Context: an optimization exercise on an open-source flow, tuned for small area and few clock cycles. The choices shown serve that exercise and are no tape-out recipe.
In this exercise RTL edits were held to simulation tests only and were not proved equivalent to the original.

`flow/run.sh`:
```
#!/bin/bash
# synth_recipe.tcl (not shown) runs the flow's synth.tcl, then flattens the netlist and writes it again
# the make line also repeats each setting of config.mk as NAME=value (left out here)
make -C /OpenROAD-flow-scripts/flow DESIGN_CONFIG=/design/flow/config.mk WORK_HOME=/design/flow/orfs CLKGATE_MAP_FILE= SYNTH_SCRIPT=/design/flow/synth_recipe.tcl finish
```
`flow/design.v`:
```
module ax5031_quant (
    input  wire        clk,
    input  wire        rst,
    input  wire        start,
    input  wire [31:0] v,
    output reg         done,
    output wire [31:0] q
);
    localparam [47:0] BIAS    = 48'd46874;
    localparam [16:0] DIVISOR = 17'd31250;
    reg [47:0] nq;     
    reg [14:0] rem;    
    reg [5:0]  cnt;
    reg        run;
    wire [16:0] trial = {1'b0, rem, nq[47]} - DIVISOR;
    always @(posedge clk) begin
        if (rst) begin
            run  <= 1'b0;
            done <= 1'b0;
        end else if (start) begin
            nq   <= {v, 15'd0} + BIAS;
            rem  <= 15'd0;
            cnt  <= 6'd0;
            run  <= 1'b1;
            done <= 1'b0;
        end else if (run) begin
            if (!trial[16]) begin
                rem <= trial[14:0];
                nq  <= {nq[46:0], 1'b1};
            end else begin
                rem <= {rem[13:0], nq[47]};
                nq  <= {nq[46:0], 1'b0};
            end
            cnt <= cnt + 6'd1;
            if (cnt == 6'd47) begin
                run  <= 1'b0;
                done <= 1'b1;
            end
        end
    end
    assign q = nq[31:0];
endmodule
module ax5031_xact (
    input  wire       clk,
    input  wire       rst,
    input  wire       start,
    input  wire [6:0] addr,
    input  wire       wr,
    input  wire [7:0] wdata,
    output reg        done,      
    output reg        err,       
    output reg  [7:0] status,    
    output reg  [7:0] rdata,     
    output wire       cs_req,
    output wire       cs_high,
    input  wire       cs_ack,
    input  wire       cs_err,
    output wire       x_req,
    output wire [7:0] x_tx,
    input  wire       x_ack,
    input  wire       x_err,
    input  wire [7:0] x_rx
);
    localparam [2:0] T_IDLE = 3'd0,
                     T_CSL  = 3'd1,
                     T_XH   = 3'd2,
                     T_XL   = 3'd3,
                     T_CSH  = 3'd4,
                     T_REST = 3'd5;
    reg [2:0] state;
    reg [6:0] a_q;
    reg       wr_q;
    reg [7:0] d_q;
    assign cs_req  = (state == T_CSL) || (state == T_CSH) || (state == T_REST);
    assign cs_high = (state != T_CSL);
    assign x_req   = (state == T_XH) || (state == T_XL);
    assign x_tx    = (state == T_XH) ? {wr_q, a_q} : (wr_q ? d_q : 8'h00);
    always @(posedge clk) begin
        if (rst) begin
            state <= T_IDLE;
            done  <= 1'b0;
            err   <= 1'b0;
        end else begin
            done <= 1'b0;
            case (state)
                T_IDLE: if (start) begin
                    a_q   <= addr;
                    wr_q  <= wr;
                    d_q   <= wdata;
                    state <= T_CSL;
                end
                T_CSL: if (cs_ack) begin
                    state <= cs_err ? T_REST : T_XH;
                end
                T_XH: if (x_ack) begin
                    status <= x_rx;
                    state  <= x_err ? T_REST : T_XL;
                end
                T_XL: if (x_ack) begin
                    rdata <= x_rx;
                    state <= x_err ? T_REST : T_CSH;
                end
                T_CSH: if (cs_ack) begin
                    done  <= 1'b1;
                    err   <= cs_err;
                    state <= T_IDLE;
                end
                T_REST: if (cs_ack) begin
                    done  <= 1'b1;
                    err   <= 1'b1;
                    state <= T_IDLE;
                end
                default: state <= T_IDLE;
            endcase
        end
    end
endmodule
module ax5031_rtc (
    input  wire        clk,
    input  wire        rst,
    input  wire        cmd_valid,
    output wire        cmd_ready,
    input  wire [39:0] cmd_word,
    output reg         resp_valid,
    input  wire        resp_ready,
    output reg  [3:0]  resp_code,
    output reg         resp_sv,
    output reg  [7:0]  resp_status,
    output reg  [31:0] resp_data,
    output wire        cs_req,
    output wire        cs_high,
    input  wire        cs_ack,
    input  wire        cs_err,
    output wire        x_req,
    output wire [7:0]  x_tx,
    input  wire        x_ack,
    input  wire        x_err,
    input  wire [7:0]  x_rx
);
    localparam [7:0] OP_EXEC        = 8'h01,
                     OP_GET_SCRATCH = 8'h02,
                     OP_SET_SCRATCH = 8'h03,
                     OP_SET_PWRMODE = 8'h04,
                     OP_SET_PLLLOOP = 8'h05,
                     OP_SET_FREQ    = 8'h06,
                     OP_GET_FREQ    = 8'h07,
                     OP_SET_TXPWR   = 8'h08,
                     OP_SET_TXRATE  = 8'h09,
                     OP_SET_MOD     = 8'h0A,
                     OP_GET_MOD     = 8'h0B,
                     OP_SET_FRAMING = 8'h0C,
                     OP_SET_ENCODING= 8'h0D,
                     OP_SET_LED     = 8'h0E,
                     OP_GET_PINCFG1 = 8'h0F,
                     OP_GET_PINCFG2 = 8'h10,
                     OP_TX_BYTE     = 8'h11,
                     OP_AUTORANGE   = 8'h12;
    localparam [3:0] R_OK          = 4'd0,
                     R_BUSFAULT    = 4'd1,
                     R_AR_TIMEOUT  = 4'd2,
                     R_AR_ERROR    = 4'd3,
                     R_UNSUPPORTED = 4'd4,
                     R_UNRECOG     = 4'd5,
                     R_ILLEGAL     = 4'd6;
    localparam [11:0] POLL_LIMIT = 12'd3000;
    localparam [2:0] S_IDLE  = 3'd0,
                     S_DEC   = 3'd1,
                     S_QUANT = 3'd2,
                     S_TXN   = 3'd3,
                     S_WAIT  = 3'd4;
    reg  [2:0]  state;
    reg  [39:0] cmd;
    reg  [1:0]  tidx;      
    reg  [11:0] poll;      
    reg  [31:0] word;      
    wire [7:0]  op   = cmd[39:32];
    wire [31:0] opnd = cmd[31:0];
    reg legal;
    reg unsupported;
    always @(*) begin
        legal       = 1'b0;
        unsupported = 1'b0;
        case (op)
            OP_EXEC:
                legal = (opnd[31:16] == 16'd0) && (opnd[15] || opnd[7:0] == 8'd0);
            OP_GET_SCRATCH, OP_GET_FREQ, OP_SET_TXPWR, OP_GET_MOD,
            OP_GET_PINCFG1, OP_GET_PINCFG2, OP_AUTORANGE:
                legal = (opnd == 32'd0);
            OP_SET_SCRATCH, OP_TX_BYTE:
                legal = (opnd[31:8] == 24'd0);
            OP_SET_PWRMODE:
                legal = (opnd[31:4] == 28'd0) &&
                        (opnd[3:0] == 4'h0 || opnd[3:0] == 4'h4 || opnd[3:0] == 4'h5 ||
                         opnd[3:0] == 4'hC || opnd[3:0] == 4'hD);
            OP_SET_PLLLOOP:
                legal = (opnd[31:6] == 26'd0);
            OP_SET_FREQ, OP_SET_TXRATE:
                legal = 1'b1;
            OP_SET_MOD, OP_SET_FRAMING, OP_SET_ENCODING: begin
                legal       = (opnd[31:8] == 24'd0);
                unsupported = (opnd[7:0] != 8'd0);
            end
            OP_SET_LED:
                legal = (opnd[31:1] == 31'd0);
            default:
                legal = 1'b0;
        endcase
    end
    reg [6:0] t_addr;
    reg       t_wr;
    reg [7:0] t_data;
    always @(*) begin
        t_addr = 7'h00;
        t_wr   = 1'b1;
        t_data = 8'h00;
        case (op)
            OP_EXEC:        begin t_addr = opnd[14:8]; t_wr = opnd[15]; t_data = opnd[7:0]; end
            OP_GET_SCRATCH: begin t_addr = 7'h01; t_wr = 1'b0; end
            OP_SET_SCRATCH: begin t_addr = 7'h01; t_data = opnd[7:0]; end
            OP_SET_PWRMODE: begin t_addr = 7'h02; t_data = {4'h0, opnd[3:0]}; end
            OP_SET_PLLLOOP: begin t_addr = 7'h2C; t_data = {2'b00, opnd[5:0]}; end
            OP_SET_FREQ:    begin t_addr = 7'h20 + {5'd0, tidx}; t_data = word[31:24]; end
            OP_GET_FREQ:    begin t_addr = 7'h20 + {5'd0, tidx}; t_wr = 1'b0; end
            OP_SET_TXPWR:   begin t_addr = 7'h30; t_data = 8'h0F; end
            OP_SET_TXRATE:  begin t_addr = 7'h31 + {5'd0, tidx}; t_data = word[31:24]; end
            OP_SET_MOD:     begin t_addr = 7'h10; end
            OP_GET_MOD:     begin t_addr = 7'h10; t_wr = 1'b0; end
            OP_SET_FRAMING: begin t_addr = 7'h12; end
            OP_SET_ENCODING:begin t_addr = 7'h11; end
            OP_SET_LED:     begin t_addr = 7'h0C; t_data = {7'd0, opnd[0]}; end
            OP_GET_PINCFG1: begin t_addr = 7'h0C; t_wr = 1'b0; end
            OP_GET_PINCFG2: begin t_addr = 7'h0D; t_wr = 1'b0; end
            OP_TX_BYTE:     begin t_addr = 7'h05; t_data = opnd[7:0]; end
            OP_AUTORANGE:   begin t_addr = 7'h2D; t_wr = (tidx == 2'd0); t_data = (tidx == 2'd0) ? 8'h08 : 8'h00; end
            default: ;
        endcase
    end
    wire        q_done;
    wire [31:0] q_word;
    reg         q_start;
    ax5031_quant u_quant (
        .clk   (clk),
        .rst   (rst),
        .start (q_start),
        .v     (opnd),
        .done  (q_done),
        .q     (q_word)
    );
    wire       t_done;
    wire       t_err;
    wire [7:0] t_status;
    wire [7:0] t_rdata;
    reg        t_start;
    ax5031_xact u_xact (
        .clk     (clk),
        .rst     (rst),
        .start   (t_start),
        .addr    (t_addr),
        .wr      (t_wr),
        .wdata   (t_data),
        .done    (t_done),
        .err     (t_err),
        .status  (t_status),
        .rdata   (t_rdata),
        .cs_req  (cs_req),
        .cs_high (cs_high),
        .cs_ack  (cs_ack),
        .cs_err  (cs_err),
        .x_req   (x_req),
        .x_tx    (x_tx),
        .x_ack   (x_ack),
        .x_err   (x_err),
        .x_rx    (x_rx)
    );
    assign cmd_ready = (state == S_IDLE) && !resp_valid;
    task respond(input [3:0] code, input sv, input [7:0] st, input [31:0] data);
        begin
            resp_valid  <= 1'b1;
            resp_code   <= code;
            resp_sv     <= sv;
            resp_status <= st;
            resp_data   <= data;
            state       <= S_IDLE;
        end
    endtask
    always @(posedge clk) begin
        if (rst) begin
            state      <= S_IDLE;
            resp_valid <= 1'b0;
            q_start    <= 1'b0;
            t_start    <= 1'b0;
        end else begin
            q_start <= 1'b0;
            t_start <= 1'b0;
            if (resp_valid && resp_ready)
                resp_valid <= 1'b0;
            case (state)
                S_IDLE: if (cmd_valid && cmd_ready) begin
                    cmd   <= cmd_word;
                    state <= S_DEC;
                end
                S_DEC: begin
                    tidx <= 2'd0;
                    poll <= 12'd0;
                    word <= 32'd0;
                    if (!legal)
                        respond(R_ILLEGAL, 1'b0, 8'h00, 32'd0);
                    else if (unsupported)
                        respond(R_UNSUPPORTED, 1'b0, 8'h00, 32'd0);
                    else if (op == OP_SET_FREQ || op == OP_SET_TXRATE) begin
                        q_start <= 1'b1;
                        state   <= S_QUANT;
                    end else begin
                        t_start <= 1'b1;
                        state   <= S_WAIT;
                    end
                end
                S_QUANT: if (q_done && !q_start) begin
                    word  <= (op == OP_SET_FREQ) ? q_word : {q_word[23:0], 8'h00};
                    state <= S_TXN;
                end
                S_TXN: begin
                    t_start <= 1'b1;
                    state   <= S_WAIT;
                end
                S_WAIT: if (t_done) begin
                    if (t_err)
                        respond(R_BUSFAULT, 1'b0, 8'h00, 32'd0);
                    else case (op)
                        OP_EXEC:
                            respond(R_OK, 1'b1, t_status, {24'd0, t_rdata});
                        OP_GET_SCRATCH, OP_GET_PINCFG1, OP_GET_PINCFG2:
                            respond(R_OK, 1'b0, 8'h00, {24'd0, t_rdata});
                        OP_TX_BYTE:
                            respond(R_OK, 1'b1, t_status, 32'd0);
                        OP_GET_MOD:
                            if (t_rdata == 8'h00)
                                respond(R_OK, 1'b0, 8'h00, 32'd0);
                            else
                                respond(R_UNRECOG, 1'b0, 8'h00, {24'd0, t_rdata});
                        OP_SET_FREQ, OP_SET_TXRATE: begin
                            if ((op == OP_SET_FREQ && tidx == 2'd3) ||
                                (op == OP_SET_TXRATE && tidx == 2'd2))
                                respond(R_OK, 1'b0, 8'h00, 32'd0);
                            else begin
                                word  <= {word[23:0], 8'h00};
                                tidx  <= tidx + 2'd1;
                                state <= S_TXN;
                            end
                        end
                        OP_GET_FREQ: begin
                            if (tidx == 2'd3)
                                respond(R_OK, 1'b0, 8'h00, {word[23:0], t_rdata});
                            else begin
                                word  <= {word[23:0], t_rdata};
                                tidx  <= tidx + 2'd1;
                                state <= S_TXN;
                            end
                        end
                        OP_AUTORANGE: begin
                            if (tidx == 2'd0) begin
                                tidx  <= 2'd1;
                                state <= S_TXN;
                            end else if (t_rdata[4]) begin
                                if (poll == POLL_LIMIT - 12'd1)
                                    respond(R_AR_TIMEOUT, 1'b0, 8'h00, 32'd0);
                                else begin
                                    poll  <= poll + 12'd1;
                                    state <= S_TXN;
                                end
                            end else if (t_rdata[5])
                                respond(R_AR_ERROR, 1'b0, 8'h00, 32'd0);
                            else
                                respond(R_OK, 1'b0, 8'h00, {20'd0, poll});
                        end
                        default:
                            respond(R_OK, 1'b0, 8'h00, 32'd0);
                    endcase
                end
                default: state <= S_IDLE;
            endcase
        end
    end
endmodule
```
`flow/constraint.sdc`:
```
create_clock -name core_clock -period 10.0 [get_ports {clk}]
set_input_delay 2.0000 -clock core_clock [delete_from_list [all_inputs] [get_ports {clk}]]
set_output_delay 2.0000 -clock core_clock [all_outputs]
set_load 0.01 [all_outputs]
```
`flow/config.mk`:
```
export PLATFORM = sky130hd
export DESIGN_NAME = ax5031_rtc
export DESIGN_NICKNAME = ax5031_rtc
export VERILOG_FILES = /design/flow/design.v
export SDC_FILE = /design/flow/constraint.sdc
export NUM_CORES = 4
export LEC_CHECK = 0
export CAP_MARGIN = 20
export CORE_MARGIN = 2
export CORE_UTILIZATION = 40
export PLACE_DENSITY = 0.6
export SLEW_MARGIN = 20
```
==> results.py <==
metrics = {
    "yosys": {
        "ys.flop_type": "edfxtp_1",
        "synth_edf_count": 231,
        "synth_nets": 1038,
        "ys.warnings.count": 3,
        "synth_top_area_share_pct": 60.1,
        "synth_area_um2": 11500,
        "netlist.top_cell.by_area": "edfxtp_1",
        "syn_avg_cell_area_um2": 11.9,
        "synthCells": 973,
        "ys_seq_area_share_pct": 62.4,
        "async_flop_share_pct": 0,
        "synth.distinct_cells": 78,
        "yosys_register_bits": 244,
        "synth.area.top_cells": "edfxtp_1 (60%), nor2_1 (4.2%), nand2_1 (2.6%), xor2_1 (2.4%), a21oi_1 (2.3%)",
    },
    "clocking": {
        "path_clk_slew_ns": 0.06,
        "cts_buffer_depth": 3,
        "cts_tree": "done",
        "numCtsBuffers": 26,
        "cts_root_buffer": "clkbuf_16",
        "post-cts-setup-buffer-count": 0,
        "clock_latency_ns": 0.52,
        "cts_sinks": 244,
        "htree_levels": 1,
        "cts_resized": 0,
        "postCtsHoldBufs": 0,
    },
    "floorplanning": {
        "die-area_um2": 30200,
        "dieHeight_um": 174,
        "die_w_um": 174,
        "start_util_pct": 40.4,
        "core_area_um2": 28500,
        "rows": 62,
        "ios": 114,
    },
    "setup_path": {
        "path_buf_inv": 2,
        "r2r_cells": 8,
        "slowest_stage": "nor3_1",
        "critical_path_depth": 5,
        "path_cells": "inv_1 -> nor3_1 -> nand2_1 -> nand2_1 -> clkdlybuf4s50_1",
        "endpoint": "x_tx[3]",
        "rr_endpoint": "resp_data[17]",
        "path_max_fanout": 11,
        "arrival_ns": 2.53,
        "path_class": "register to primary output",
        "worst-r2r-setup-slack_ns": 6.50,
        "reg2reg_from": "cmd[35]",
        "max_stage_delay_ns": 0.59,
        "critPathLaunch": "u_xact.state[1]",
        "crit_top_cell": "nand2_1",
        "worstSetupEndpointType": "primary output",
        "cp_top_family": "simple AND/OR/NAND/NOR gates",
        "required_ns": 8.00,
        "cp-start-kind": "register",
    },
    "sta": {
        "slew_viol_final": 0,
        "tns_ns": 0,
        "min_period_ns": 4.53,
        "finalCritPeriodShare_pct": 45.3,
        "fin_skew_ns": 0.0126,
        "setup_viol": 0,
        "finalHoldViolations": 0,
        "whs_ns": 0.456,
        "max_freq_mhz": 221,
        "rsz0062_at_grt": "no",
        "tightestPinTransition_ns": 1.02,
        "layout_setup_ws_ns": 5.47,
        "max-slew-margin-rel_pct": 31.7,
    },
    "power_and_ir_drop": {
        "power_density_nw_per_um2": 161,
        "p_leak_nw": 4.82,
        "ir_drop_uv": 104,
        "power.total_mw": 2.23,
    },
    "grt": {
        "antenna_found_initial": 0,
        "grt_max_degree": 104,
        "grt_util_all_layers_pct": 17.1,
        "gr-total-overflow": 0,
        "grt_pass1_wl_um": 41000,
        "grt_pass1_vias": 7394,
    },
    "layout": {
        "final_cell_mix": "edfxtp_1 (231), nor2_1 (126), clkdlybuf4s50_1 (112)",
        "antenna_cells": 0,
        "area.growth.synth_to_final_pct": 19.9,
        "drive_above_1_share_pct": 8.42,
        "fill_cells": 2643,
        "fin_nets": 1138,
        "layout_commonest_cell": "edfxtp_1",
        "utilization_pct": 48.5,
    },
    "outcome": {
        "status": "timing/DRC/antenna clean",
    },
    "detailed_routing": {
        "wl_met2_um": 12500,
        "drtIter0Drc": 677,
        "route.detailed.drc": 0,
        "routed_wl_um": 26100,
        "ant_nets": 0,
        "firstDrtPassIters": 5,
        "num_vias": 7803,
        "drt-wirelength-per-cell_um": 17.7,
        "highest_layer": "met4",
        "vias_per_cell": 5.28,
        "wl_met1_um": 11600,
        "wl_met3_um": 1390,
    },
    "place": {
        "dp_hpwl_um": 18100,
        "post-place-ws_ns": 5.99,
        "io_buffers": 112,
        "place.gp.congestion": 0.859,
    },
    "flow_run": {
        "drv_cap": 0,
    },
    "hold_path": {
        "worstHoldPathType": "register to register",
    },
}
[worst min-delay path by stage]
stage                     start  cells after the start  slack (ns)            to
detailed placement  u_quant.run                      2        0.46  u_quant.done
finish              u_quant.run                      2        0.46  u_quant.done
floorplan           u_quant.run                      2        0.44  u_quant.done
global route        u_quant.run                      2        0.47  u_quant.done
global placement    u_quant.run                      2        0.44  u_quant.done
CTS                 u_quant.run                      2        0.45  u_quant.done
[per-layer routing]
layer  vias up  GRT usage (%)
li1       3788              -
met4         0           4.90
met1      3783           23.6
met5         -              0
met2       196           27.9
met3        36           2.72
[worst reg2reg max path: cells and delay by family (launching register included)]
| kind | cells | cell delay, ns |
|---|---|---|
| buffers and inverters | 1 | 0.48 |
| DFF | 1 | 0.77 |
| AOI/OAI and AO/OA | 3 | 0.65 |
| and+or+nand+nor | 4 | 1.20 |
[synth_stat cells (3+ instances only)]
master    number
edfxtp_1     231
nor2_1       130
nand2_1       79
a21oi_1       53
and3_1        38
nand3_1       35
o21ai_0       31
xor2_1        31
clkbuf_1      26
mux2i_1       26
xnor2_1       26
inv_1         20
nor3_1        15
nor2b_1       14
a22oi_1       13
dfxtp_1       13
nor4_1        13
a22o_1        12
and2_1        12
o21ai_1       11
or2_2         11
nand2b_1      10
nand4_1       10
buf_2          9
ha_1           9
a31oi_1        6
buf_1          6
a221o_1        5
a211oi_1       4
o22ai_1        4
a211o_1        3
a21o_1         3
buf_6          3
o21a_1         3
o31ai_1        3
[per-stage QoR]
step / instance area, µm² / cells
final: 13800 / 1477
after global routing: 13800 / 1477
after CTS: 13800 / 1477
after detailed placement: 13000 / 1429
after global placement: 13000 / 1429
after floorplan: 11500 / 973
[report_power, final]
part / switching (mW) / internal, mW / total, mW
logic: 0.0624 / 0.0678 / 0.130
clock network: 0.389 / 0.546 / 0.934
registers: 0.0308 / 1.14 / 1.17
[layout make-up]
| cell class | instances | area [µm²] | share of cell area, % |
|---|---|---|---|
| repair buffers | 119 | 1170 | 8.48 |
| multi-input cells | 662 | 4080 | 29.5 |
| clock buffers | 33 | 698 | 5.05 |
| well taps | 384 | 480 | 3.47 |
| flip-flops and latches | 244 | 7200 | 52.0 |
| clock inverters | 15 | 129 | 0.932 |
| inverters | 20 | 75.1 | 0.543 |
[state kept, by name, summed over array words and instances (netlist names), 2 cells and up]
name and count:
u_quant.rem 15, u_quant.nq 48, resp_data 32, u_xact.a_q 7, u_xact.d_q 8, u_xact.status 8, tidx 2, poll 12
resp_status 8, resp_code 3, cmd 40, u_quant.cnt 6, u_xact.rdata 8, state 3, word 32, u_xact.state 3
[cell families (layout without fill, tap and decap cells)]
logic type                 count (synthesis)  after routing  share of synthesized area [%]
adders and majority gates                  9              9                          0.976
xor gates and xnor gates                  57             57                           4.33
AOI/OAI and AO/OA                        167            167                           9.21
DFF                                      244            244                           62.4
other                                      1              1                         0.0325
muxes                                     28             28                           2.45
and+or+nand+nor                          400            400                           18.1
buffers and inverters                     67            187                           2.55
Testbench counts, summed over its fixed seeds: cycles 138,399.

==> static timing again, ports no longer ideal <==
The flow's constraints put no driver on any port. The routed layout listed below was extracted and timed again, unchanged, in two steps. Step 1 sets driving cells, clkbuf_16 on the clock port and buf_2 on the other inputs (assumed; they add their load-dependent delay and slew). Step 2 adds t to the input delays and takes it off the output delays; t is the mean of the earliest and latest rising clock arrival at the registers after step 1. Input paths then give back, and output paths get back, about the clock's delay inside the block. Three values: ideal, step 1, step 2; two values: the first two.
t, ns: 0.563
setup WS [ns]: 5.470 / 5.425 / 5.988
hold WS [ns]: 0.456 / 0.456 / 0.456
clock arrival spread, ns: 0.014 / 0.014
pins driven straight from the clock port: 1
After both steps this run still meets setup and hold. For this run, drivers alone change the setup slack by -0.045 ns; drivers and shift together by +0.518 ns.
